Context: an optimization exercise on an open-source flow, tuned for small area, a short achievable clock period and few clock cycles. The choices shown serve that exercise and are no tape-out recipe. RTL that was checked went through simulation tests only; none was proved equivalent to the original. Function not checked in run 2: the RTL went through the layout flow alone. Power figures rest on the tool's default switching activity, not on a simulated workload.

## design.v

```verilog
module s88_scanner (
    input  wire        clk,
    input  wire        rst,           
    input  wire        cmd_valid,
    input  wire        cmd_enable,
    input  wire [7:0]  cmd_mc,
    output wire        cmd_ready,
    output reg         req_valid,
    output reg         req_start,
    output reg  [5:0]  req_want,
    input  wire        bat_valid,
    input  wire [31:0] bat_value,
    input  wire [5:0]  bat_n,
    output reg         ev_valid,
    output reg  [7:0]  ev_addr,
    output wire [1:0]  ev_state,
    input  wire        ev_ready
);
    reg [31:0] w0, w1, w2, w3;
    reg [1:0]  ph;
    reg [2:0]  hw_w;                
    reg [4:0]  hw_b;
    reg        enabled;
    reg [3:0]  mcm;                 
    reg [1:0]  pq;                  
    reg        vld;                 
    reg        fast;
    reg        f1;                  
    reg [31:0] v;
    reg [5:0]  nv;                  
    reg [4:0]  sh;                  
    reg [4:0]  k;                   
    reg        kfin;                
    reg        ev_st;               
    reg        e1_v;                
    reg [7:0]  e1_addr;
    reg        e1_st;
    integer j;
    assign ev_state  = {ev_st, ~ev_st};
    assign cmd_ready = !vld;
    wire [1:0] lastw = mcm[3:2];
    wire       want_full = (pq != lastw) || (mcm[1:0] == 2'd3);
    wire [5:0] want = req_want;
    wire can = !e1_v;               
    wire [31:0] m = v ^ w0;
    reg  [31:0] pre;                
    always @* begin
        pre[0] = 1'b0;
        for (j = 1; j < 32; j = j + 1)
            pre[j] = pre[j-1] | m[j-1];
    end
    wire [31:0] lo    = m & ~pre;
    wire        any   = |m;
    wire        multi = |(m & pre);
    reg  [5:0]  idx1;               
    always @* begin
        idx1 = 6'd0;
        for (j = 0; j < 32; j = j + 1)
            if (lo[j]) idx1 = idx1 | (j + 1);
    end
    wire        f_act  = vld && fast;
    wire        f_emit = f_act && any && can;
    wire        f_done = f_act && f1 && can;
    wire        s_act  = vld && !fast && (sh == 5'd0) && !kfin;
    wire        s_in   = ({1'b0, k} < nv) && ((ph != lastw) || (k[4:3] <= mcm[1:0]));
    wire        s_unk  = (hw_w == {1'b0, ph}) && (k == hw_b);
    wire        s_chg  = s_in && (s_unk || (v[0] ^ w0[0]));
    wire        s_step = s_act && (!s_chg || can);
    wire        s_emit = s_act && s_chg && can;
    wire        s_nb   = s_in ? v[0] : w0[0];
    wire        s_done = vld && !fast && kfin;
    wire done = f_done || s_done;
    wire emit = f_emit || s_emit;
    wire [5:0] eoff  = fast ? idx1 : ({1'b0, k} + 6'd1);
    wire [7:0] eaddr = {{1'b0, ph} + {2'b00, eoff[5]}, eoff[4:0]};
    wire       est   = fast ? |(lo & v) : v[0];
    wire acc = req_valid && bat_valid;
    wire rot = done || (!vld && (ph != pq));
    wire       part_w = !bat_n[5];                  
    wire       ce_w   = part_w || (pq == lastw);
    wire       fast_w = !part_w && want_full && (hw_w > {1'b0, pq});
    wire [31:0] dn = bat_value ^ w1;
    reg  [31:0] t_any [0:5];
    reg  [31:0] t_mul [0:5];
    integer l;
    always @* begin
        for (j = 0; j < 32; j = j + 1) begin
            t_any[0][j] = dn[j];
            t_mul[0][j] = 1'b0;
        end
        for (l = 1; l < 6; l = l + 1)
            for (j = 0; j < 32; j = j + 1)
                if (j < (32 >> l)) begin
                    t_any[l][j] = t_any[l-1][2*j] | t_any[l-1][2*j+1];
                    t_mul[l][j] = t_mul[l-1][2*j] | t_mul[l-1][2*j+1]
                                | (t_any[l-1][2*j] & t_any[l-1][2*j+1]);
                end else begin
                    t_any[l][j] = 1'b0;
                    t_mul[l][j] = 1'b0;
                end
    end
    wire dn_le1 = !t_mul[5][0];
    wire       vld_n  = acc || (vld && !done);
    wire       fast_n = acc ? fast_w : fast;
    wire       f1_n   = acc ? (vld && fast_w && dn_le1) : (f1 || (f_act && !multi));
    wire       slot0  = !ev_valid || ev_ready;
    wire       evv_n  = slot0 ? (e1_v || emit) : 1'b1;
    wire       e1v_n  = slot0 ? 1'b0 : (e1_v || emit);
    wire       cmd_t  = cmd_valid && !vld;
    wire       en_cmd = cmd_t && cmd_enable && !enabled && cmd_mc >= 8'd1 && cmd_mc <= 8'd16;
    wire       en_n   = en_cmd || (enabled && !(cmd_t && !cmd_enable));
    wire [1:0] ph_n   = en_cmd ? 2'd0 : (rot ? ph + 2'd1 : ph);
    wire [1:0] pq_n   = en_cmd ? 2'd0 : (acc ? (ce_w ? 2'd0 : pq + 2'd1) : pq);
    wire [3:0] mcm_n  = en_cmd ? cmd_mc[3:0] - 4'd1 : mcm;
    wire       rv_n   = en_n && (vld_n ? (fast_n && f1_n && !e1v_n && (ph_n + 2'd1 == pq_n))
                                       : (ph_n == pq_n));
    wire [31:0] hn = w0 ^ (lo & {32{f_emit}});
    always @(posedge clk) begin
        if (rot) begin
            w0 <= w1; w1 <= w2; w2 <= w3; w3 <= hn;
        end else if (s_step) begin
            w0 <= {s_nb, w0[31:1]};
        end else begin
            w0 <= hn;
        end
    end
    always @(posedge clk) begin
        fast <= fast_n;
        f1   <= f1_n;
        ph   <= ph_n;
        pq   <= pq_n;
        if (acc) begin
            v    <= bat_value;
            nv   <= bat_n[5] ? 6'd32 : bat_n;
            sh   <= (part_w && bat_n[4:0] != 5'd0) ? (5'd0 - bat_n[4:0]) : 5'd0;
            k    <= 5'd0;
            kfin <= 1'b0;
        end else if (vld && !fast && sh != 5'd0) begin
            v  <= {v[0], v[31:1]};
            sh <= sh - 5'd1;
        end else if (s_step) begin
            v  <= {v[0], v[31:1]};
            k  <= k + 5'd1;
            if (k == 5'd31)
                kfin <= 1'b1;
        end
        if (slot0) begin
            if (e1_v) begin
                ev_addr <= e1_addr;
                ev_st   <= e1_st;
            end else if (emit) begin
                ev_addr <= eaddr;
                ev_st   <= est;
            end
        end
        if (emit && !slot0) begin
            e1_addr <= eaddr;
            e1_st   <= est;
        end
        if (s_step && s_in && s_unk)
            {hw_w, hw_b} <= {hw_w, hw_b} + 8'd1;
        mcm       <= mcm_n;
        req_start <= (pq_n == 2'd0);
        req_want  <= (pq_n != mcm_n[3:2]) ? 6'd32 : {3'd1 + {1'b0, mcm_n[1:0]}, 3'b000};
        if (en_cmd) begin
            hw_w <= 3'd0;
            hw_b <= 5'd0;
        end
    end
    always @(posedge clk) begin
        if (rst) begin
            enabled   <= 1'b0;
            vld       <= 1'b0;
            ev_valid  <= 1'b0;
            e1_v      <= 1'b0;
            req_valid <= 1'b0;
        end else begin
            enabled   <= en_n;
            vld       <= vld_n;
            ev_valid  <= evv_n;
            e1_v      <= e1v_n;
            req_valid <= rv_n;
        end
    end
endmodule
```

## flow/run.sh

```bash
#!/bin/bash
bash standard.sh SETUP_SLACK_MARGIN=6.75 "BUFFER_PORTS_ARGS=-buffer_cell sky130_fd_sc_hd__buf_1" CTS_CLUSTER_SIZE=20 CTS_CLUSTER_DIAMETER=150 MATCH_CELL_FOOTPRINT=0 finish > standard.log 2>&1
```

## constraint.sdc

```tcl
create_clock -name core_clock -period 10.0 [get_ports {clk}]
set_input_delay 2.0000 -clock core_clock [delete_from_list [all_inputs] [get_ports {clk}]]
set_output_delay 2.0000 -clock core_clock [all_outputs]
set_load 0.01 [all_outputs]
```

## config.mk

```make
export PLATFORM = sky130hd
export DESIGN_NAME = s88_scanner
export DESIGN_NICKNAME = s88_scanner
export VERILOG_FILES = /design/flow/design.v
export SDC_FILE = /design/flow/constraint.sdc
export NUM_CORES = 4
export LEC_CHECK = 0
export CAP_MARGIN = 20
export CORE_MARGIN = 2
export CORE_UTILIZATION = 40
export SLEW_MARGIN = 20
```

## standard.sh

```bash
#!/bin/bash
# synth_recipe.tcl (not shown) runs the flow's synth.tcl, then flattens the netlist and writes it again
# the make line also repeats each setting of config.mk as NAME=value (left out here)
make -C /OpenROAD-flow-scripts/flow DESIGN_CONFIG=/design/flow/config.mk WORK_HOME=/design/flow/orfs CLKGATE_MAP_FILE= SYNTH_SCRIPT=/design/flow/synth_recipe.tcl "${@:-finish}"
```

==> summary.md, run 1 <==
| Metric | Value |
|---|---|
| Status | `complete, no violations` |
| First-pass GRT wire length | `48.7 mm` |
| Total of warnings raised by yosys | `3` |
| Antenna-violating nets left | `0` |
| Largest net degree at the start of global routing | `68` |
| Pleak | `5.32 nW` |
| Crit share post-route | `0.322` |
| Routability cong. | `0.913` |
| WS Path Type | `input pin to register` |
| DR WL/cell | `20.0 um` |
| Synthesized cell area | `11500 sq um` |
| Setup TNS | `0 ns` |
| Most area-consuming cells after synthesis | `edfxtp_1 (41%), dfxtp_1 (11%), xnor2_1 (5.3%)` |
| Final setup viols | `0` |
| Row count | `62` |
| Root Buffer | `clkbuf_16` |
| Max_slew headroom | `0.447` |
| FF-to-FF path depth | `8` |
| Die Ht | `174 um` |
| Initial antenna violation count | `0` |
| Ratio of cells with drive above 1 in the final layout | `0.204` |
| Worst hold path depth | `0` |
| Die Wd | `174 um` |
| Routed vias | `9027` |
| GR Overflow Total | `0` |
| Mean area per synthesized cell | `10.4 sq um` |
| Min-Delay Path Class | `register to register` |
| Max-Cap Viols | `0` |
| H-tree Lvls | `1` |
| Power density over cell area | `277 nW/um^2` |
| Synth area leader | `edfxtp_1` |
| Die ar. | `30200 sq um` |
| Synth top area share | `0.408` |
| RSZ-0062 raised after global routing | `yes` |
| Ant. Diodes | `0` |
| Clk sinks | `222` |
| Final Skew | `0.0326 ns` |
| I/O Buffers | `68` |
| Final Cell Area | `14000 sq um` |
| Vias per inst | `5.60` |
| CTS tree | `built` |
| Worst endpoint required time | `10.44 ns` |
| Period minus WS final | `3.22 ns` |
| Final wirelength | `32.3 mm` |
| Peak VDD IR | `0.000165 V` |
| DR iter-0 viols | `819` |
| Cell with the most instances after synthesis | `edfxtp_1` |
| Vias in the first global route | `8397` |
| Sequential area share after synthesis | `0.521` |
| Cell variety after synth | `70` |
| Initial Utilization | `0.405` |
| Synth top cells by count | `edfxtp_1 (157), nand2_1 (142), nor2_1 (82)` |
| Gr usage total | `0.207` |
| CP endpoint kind | `register` |
| Worst EP arrival | `3.66 ns` |
| Clk Latency, worst-skew pair | `0.52 ns` |
| Post-DP HPWL | `21.5 mm` |
| DP Area | `12400 sq um` |
| Post-synth EDFFs | `157` |
| Cells after Synth | `1107` |
| Fmax | `311 MHz` |
| Total CTS buffers | `15` |
| Residual DRC | `0` |
| CTS Buffer Depth | `3` |
| Area delta synth->final | `21.6%` |
| Ys flop type | `edfxtp_1` |
| CP Max Fanout | `3` |
| Hold Vio Cnt, Final | `0` |
| Nets | `1292` |
| Least-Margin Pin Slew | `0.821 ns` |
| Core Footprint | `28500 sq um` |
| Reg clk slew, reported paths | `0.09 ns` |
| Startpoint types | `input pin` |
| First-pass DRT Iterations | `6` |
| Synthesized flop and latch total | `222` |
| Slew Viols, Final | `0` |
| IO Count | `72` |
| Async S/R FF share, synth | `0` |
power by group:
part           internal, mW  total, mW  switching [mW]
clock                 0.290      0.618           0.327
sequential             1.44       1.72           0.281
combinational         0.657       1.55           0.894
per-layer routing:
metal  track usage  share of wire  vias up
met4        0.0749          0.040        0
met1         0.290           0.44     4330
met5             0              0        -
met3        0.0258          0.062       69
li1              -              -     4275
met2         0.329           0.46      353
layout make-up:
type                       instances  area [sq um]
clock buffer                      24           409
clock inverter                     2          28.8
fill                            2675         14500
inverter                          46           226
multi-input combinational        798          5970
sequential                       222          6020
tap                              384           480
timing repair buffer             136           905
worst paths after layout:
| check | start | end | slack [ns] |
|---|---|---|---|
| max | bat_value[19] | req_valid | 6.78 |
| min | w2[5] | w1[5] | 0.42 |
| max reg2reg | v[10] | w0[23] | 6.83 |
| min reg2reg | w2[5] | w1[5] | 0.42 |
registers in the layout, summed over array words and instances (netlist names), 2 cells and up:
register,flops
e1_addr,8
ev_addr,8
hw_b,5
hw_w,3
k,5
mcm,4
nv,6
ph,2
pq,2
req_want,3
sh,5
v,32
w0,32
w1,32
w2,32
w3,32
critical path, cell delays in order:
cell	delay [ns]
buf_1	0.12
xnor2_2	0.24
nand4_1	0.30
a22oi_1	0.28
nand4_1	0.14
nor4_2	0.17
a22oi_1	0.12
o21ai_2	0.11
a31o_2	0.17
kinds of logic (layout without fill, tap and decap cells):
group | Yosys count | count (layout) | share of synthesized area
XOR/XNOR | 111 | 111 | 0.0855
other | 1 | 3 | 0.000325
flip-flops | 222 | 222 | 0.521
AO/OA/AOI/OAI | 201 | 201 | 0.114
buffers and inverters | 90 | 208 | 0.0308
adder cells (fa/ha/maj) | 35 | 35 | 0.0349
AND/OR/NAND/NOR | 391 | 392 | 0.162
multiplexers | 56 | 56 | 0.0520
layout by cell type, fill, tap and decap left out, types with 21 or more instances in the layout:
cell type,instances
mux2i_1,26
mux2_2,27
o21ai_0,40
xnor2_2,41
a21oi_1,37
inv_1,41
buf_4,56
edfxtp_1,157
xnor2_1,26
buf_1,59
nand3_1,33
nand4_1,26
nand2_1,138
xor2_1,39
nor3_1,21
dfxtp_1,63
nor2_1,76
timing repair:
item,4_1_cts,5_1_grt
setup endpoints to repair,163,137
gates cloned,4,0
pin swaps,8,42
gates resized for setup,53,86
setup buffers,22,35
hold buffers,0,0
stage by stage:
stage	cells	hold WS [ns]	worst slack (ns)	power, mW	utilization
finish	1612	0.420	6.78	3.89	0.492
global route	1612	0.428	6.73	4.11	0.492
CTS	1577	0.420	6.61	3.71	0.467
detailed placement	1525	0.405	5.55	3.02	0.433
global placement	1525	0.401	5.58	3.00	0.433
floorplan	1109	0.400	6.50	2.60	-
Testbench counts, summed over its fixed seeds: cycles 11,461.
==> run 2, diff against run 1 <==
--- a/design.v
+++ b/design.v
@@ -28,2 +28,3 @@
     reg        f1;                  
+    reg        f2;                  
     reg [31:0] v;
@@ -102,5 +103,9 @@
     wire dn_le1 = !t_mul[5][0];
+    wire [3:0] qa = t_any[3][3:0];
+    wire [3:0] qm = t_mul[3][3:0];
+    wire q_ge3 = (qa[0] & qa[1] & (qa[2] | qa[3])) | (qa[2] & qa[3] & (qa[0] | qa[1]));
+    wire dn_le2 = (!t_mul[4][0] && !t_mul[4][1]) || (qm == 4'd0 && !q_ge3);
     wire       vld_n  = acc || (vld && !done);
     wire       fast_n = acc ? fast_w : fast;
-    wire       f1_n   = acc ? (vld && fast_w && dn_le1) : (f1 || (f_act && !multi));
+    wire       f1_n   = acc ? (vld && fast_w && dn_le1) : (f1 || (f_act && (!multi || (f2 && f_emit))));
     wire       slot0  = !ev_valid || ev_ready;
@@ -129,2 +134,4 @@
         f1   <= f1_n;
+        if (acc)
+            f2 <= vld && fast_w && dn_le2;
         ph   <= ph_n;
==> flow/run.sh (replaced) <==
#!/bin/bash
bash standard.sh SETUP_SLACK_MARGIN=6.6 "BUFFER_PORTS_ARGS=-buffer_cell sky130_fd_sc_hd__buf_1" CTS_CLUSTER_SIZE=20 CTS_CLUSTER_DIAMETER=150 finish > standard.log 2>&1
==> summary.md, run 2 <==
| Metric | Value |
|---|---|
| Status | `complete, no violations (unchanged)` |
| Fmax | `277 MHz (was 311 MHz)` |
| First-pass GRT wire length | `49.4 mm (was 48.7 mm)` |
| CP Max Fanout | `3 (unchanged)` |
| Int Power | `2.25 mW (was 2.39 mW)` |
| Largest net degree at the start of global routing | `77 (was 68)` |
| GR Overflow Total | `0 (unchanged)` |
| Core Footprint | `28600 sq um (was 28500 sq um)` |
| Synthesized flop and latch total | `223 (was 222)` |
| Setup TNS | `0 ns (unchanged)` |
| Routability cong. | `0.975 (was 0.913)` |
| Vias per inst | `5.60 (about the same)` |
| Metal2 WL | `14.9 mm (was 14.7 mm)` |
| WS Path Type | `input pin to register (unchanged)` |
| Switching portion of total power | `0.384 (was 0.386)` |
| Residual DRC | `0 (unchanged)` |
| Final setup viols | `0 (unchanged)` |
| Hold Vio Cnt, Final | `0 (unchanged)` |
| Worst endpoint required time | `10.42 ns (was 10.44 ns)` |
| Antenna-violating nets left | `0 (unchanged)` |
| Cell variety after synth | `78 (was 70)` |
| First-pass DRT Iterations | `6 (unchanged)` |
| Multi-input logic area | `5710 sq um (was 5970 sq um)` |
| Max-Cap Viols | `0 (unchanged)` |
| Die ar. | `30400 sq um (was 30200 sq um)` |
| H-tree Lvls | `1 (unchanged)` |
| CTS tree | `built (unchanged)` |
| Total power | `3.65 mW (was 3.89 mW)` |
| Die Wd | `174 um (about the same)` |
| Final wirelength | `31.9 mm (was 32.3 mm)` |
| Die Ht | `174 um (about the same)` |
| Startpoint types | `input pin (unchanged)` |
| Filler Cell Count | `2733 (was 2675)` |
| Vias in the first global route | `8495 (was 8397)` |
| Synth top cells by count | `edfxtp_1 (158), nand2_1 (150), nor2_1 (74), xor2_1 (74), dfxtp_1 (65) (was edfxtp_1 (157), nand2_1 (142), nor2_1 (82))` |
| Period minus WS final | `3.61 ns (was 3.22 ns)` |
| Min-Delay Path Class | `register to register (unchanged)` |
| M1 wire length | `14.2 mm (was 14.3 mm)` |
| Crit share post-route | `0.361 (was 0.322)` |
| Slew Viols, Final | `0 (unchanged)` |
| CTS Buffer Depth | `3 (unchanged)` |
| Combinational power share | `0.372 (was 0.399)` |
| Area delta synth->final | `14.7% (was 21.6%)` |
| Most area-consuming cells after synthesis | `edfxtp_1 (41%), dfxtp_1 (11%), xor2_1 (5.6%) (was edfxtp_1 (41%), dfxtp_1 (11%), xnor2_1 (5.3%))` |
| Worst EP arrival | `4.03 ns (was 3.66 ns)` |
| CP endpoint kind | `register (unchanged)` |
| Total CTS buffers | `15 (unchanged)` |
| Synth top area share | `0.409 (was 0.408)` |
| Clk Latency, worst-skew pair | `0.51 ns (was 0.52 ns)` |
| Ant. Diodes | `0 (unchanged)` |
| DR iter-0 viols | `766 (was 819)` |
| Ratio of cells with drive above 1 in the final layout | `0.141 (was 0.204)` |
| Sequential area share after synthesis | `0.521 (about the same)` |
| IO Count | `72 (unchanged)` |
| Peak VDD IR | `0.000162 V (was 0.000165 V)` |
| RSZ-0062 raised after global routing | `yes (unchanged)` |
| Async S/R FF share, synth | `0 (unchanged)` |
| Routed vias | `8727 (was 9027)` |
| Top Layer Used | `met4 (unchanged)` |
| Total of warnings raised by yosys | `3 (unchanged)` |
| Least-Margin Pin Slew | `0.918 ns (was 0.821 ns)` |
| Pleak | `4.72 nW (was 5.32 nW)` |
| Clk sinks | `223 (was 222)` |
| Cell with the most instances after synthesis | `edfxtp_1 (unchanged)` |
| Register area | `6050 sq um (was 6020 sq um)` |
| Most frequent cells in the layout | `edfxtp_1 (158), nand2_1 (147), nor2_1 (71), dfxtp_1 (64) (was edfxtp_1 (157), nand2_1 (138), nor2_1 (76), dfxtp_1 (63), buf_1 (59))` |
| Sequential power share | `0.460 (was 0.442)` |
| Cells after Synth | `1101 (was 1107)` |
| Post-CTS Hold Buffers | `0 (unchanged)` |
| I/O Buffers | `68 (unchanged)` |
| Initial antenna violation count | `0 (unchanged)` |
| Initial Utilization | `0.405 (about the same)` |
| Row count | `62 (unchanged)` |
| Clock power frac | `0.169 (was 0.159)` |
| Gr usage total | `0.209 (was 0.207)` |
| Post-DP HPWL | `22.7 mm (was 21.5 mm)` |
| Power density over cell area | `274 nW/um^2 (was 277 nW/um^2)` |
| Ys flop type | `edfxtp_1 (unchanged)` |
| Switch Pwr | `1.40 mW (was 1.50 mW)` |
| Routed wl met3 | `1.92 mm (was 2.00 mm)` |
| Nets | `1238 (was 1292)` |
| Synthesized cell area | `11600 sq um (was 11500 sq um)` |
| Synth area leader | `edfxtp_1 (unchanged)` |
| Root Buffer | `clkbuf_16 (unchanged)` |
| Post-synth EDFFs | `158 (was 157)` |
| Commonest non-fill, non-tap cell in the layout | `edfxtp_1 (unchanged)` |
| DR WL/cell | `20.5 um (was 20.0 um)` |
| Final Skew | `0.0254 ns (was 0.0326 ns)` |
| Max_slew headroom | `0.388 (was 0.447)` |
| Reg clk slew, reported paths | `0.09 ns (about the same)` |
| Mean area per synthesized cell | `10.5 sq um (was 10.4 sq um)` |
[run 2: cell types whose count changed after synthesis, sizes merged, moves of 11 or more]
| cell | previous run | this run |
|---|---|---|
| a21oi | 42 | 28 |
| clkbuf | 36 | 25 |
| mux2i | 27 | 6 |
| nand3 | 39 | 26 |
| nand4 | 26 | 14 |
| o21ai | 44 | 62 |
| xnor2 | 72 | 29 |
| xor2 | 39 | 74 |
[run 2: cell families after synthesis]
family | share of synthesized area
other | 0.000323
AND/OR/NAND/NOR | 0.168
AO/OA/AOI/OAI | 0.126
multiplexers | 0.0362
flip-flops | 0.521
buffers and inverters | 0.0306
adder cells (fa/ha/maj) | 0.0373
XOR/XNOR | 0.0803
[run 2: critical path: stages]
cell	delay [ns]
buf_1	0.11
xor2_2	0.19
buf_4	0.16
nor4_4	0.43
o22ai_1	0.15
or4_4	0.56
o21ai_4	0.15
o21ai_2	0.09
o31ai_2	0.18
[run 2: area by class of cell]
class / instances / share of cell area
clock buffer: 24 / 0.0308
clock inverter: 2 / 0.00216
inverter: 44 / 0.0138
multi-input combinational: 795 / 0.429
sequential: 223 / 0.455
tap: 384 / 0.0361
timing repair buffer: 86 / 0.0330
[run 2: metrics by stage]
step / cells / hold WS [ns] / cell area [sq um] / utilization / setup WS [ns]
finish: 1558 / 0.415 / 13300 / 0.465 / 6.39
global route: 1558 / 0.409 / 13300 / 0.465 / 6.32
CTS: 1552 / 0.419 / 13000 / 0.453 / 6.38
detailed placement: 1520 / 0.405 / 12400 / 0.431 / 5.36
global placement: 1520 / 0.401 / 12400 / 0.431 / 5.46
floorplan: 1103 / 0.400 / 11800 / - / 6.23
[run 2: layer usage]
layer  global-route usage  vias to the layer above
li1                     -                     4156
met1                0.284                     4229
met2                0.339                      292
met3               0.0346                       50
met4               0.0676                        0
met5                    0                        -
[run 2: timing repair]
action	in CTS	in global routing
buffers inserted	4	6
resized for setup	29	54
cloned	2	0
pin swaps	6	14
hold endpoints to repair	0	0
setup endpoints to repair	92	88
[run 2: path summary, 6_finish.rpt]
check	slack (ns)	cells after the start	end	startpoint
max	6.39	9	req_valid	bat_value[18]
min	0.42	0	w1[22]	w2[22]
max reg2reg	6.71	9	ev_addr[4]	v[0]
min reg2reg	0.42	0	w1[22]	w2[22]
[run 2: power groups by stage]
stage,Sequential [mW],Combinational [mW],Clock (mW)
after detailed placement,1.68,1.25,0
final,1.68,1.36,0.616
after floorplan,1.61,0.914,0
after global placement,1.67,1.24,0
after global routing,1.72,1.49,0.662
after CTS,1.67,1.28,0.634

port drivers added, routing unchanged:
Ports are ideal in the flow. The routed layouts listed here were re-timed in OpenROAD.
Step 1 assumes that a clkbuf_16 drives the clock port and a buf_2 every other input.
Step 2 also shifts input and output timing later by t, the mid clock arrival at the registers, as if the neighbouring blocks saw the same clock.
a / b / c = ideal / step 1 / step 2; a / b = the first two.
run	t, ns	slack for setup (ns)	worst hold slack (ns)
run 1	0.546	6.784 / 6.749 / 6.239	0.420 / 0.420 / 0.420
run 2	0.548	6.387 / 6.404 / 5.856	0.415 / 0.415 / 0.415
After both steps every run listed still meets setup and hold. For run 1, which loses most, drivers alone change the setup slack by -0.035 ns; drivers and shift together by -0.545 ns.
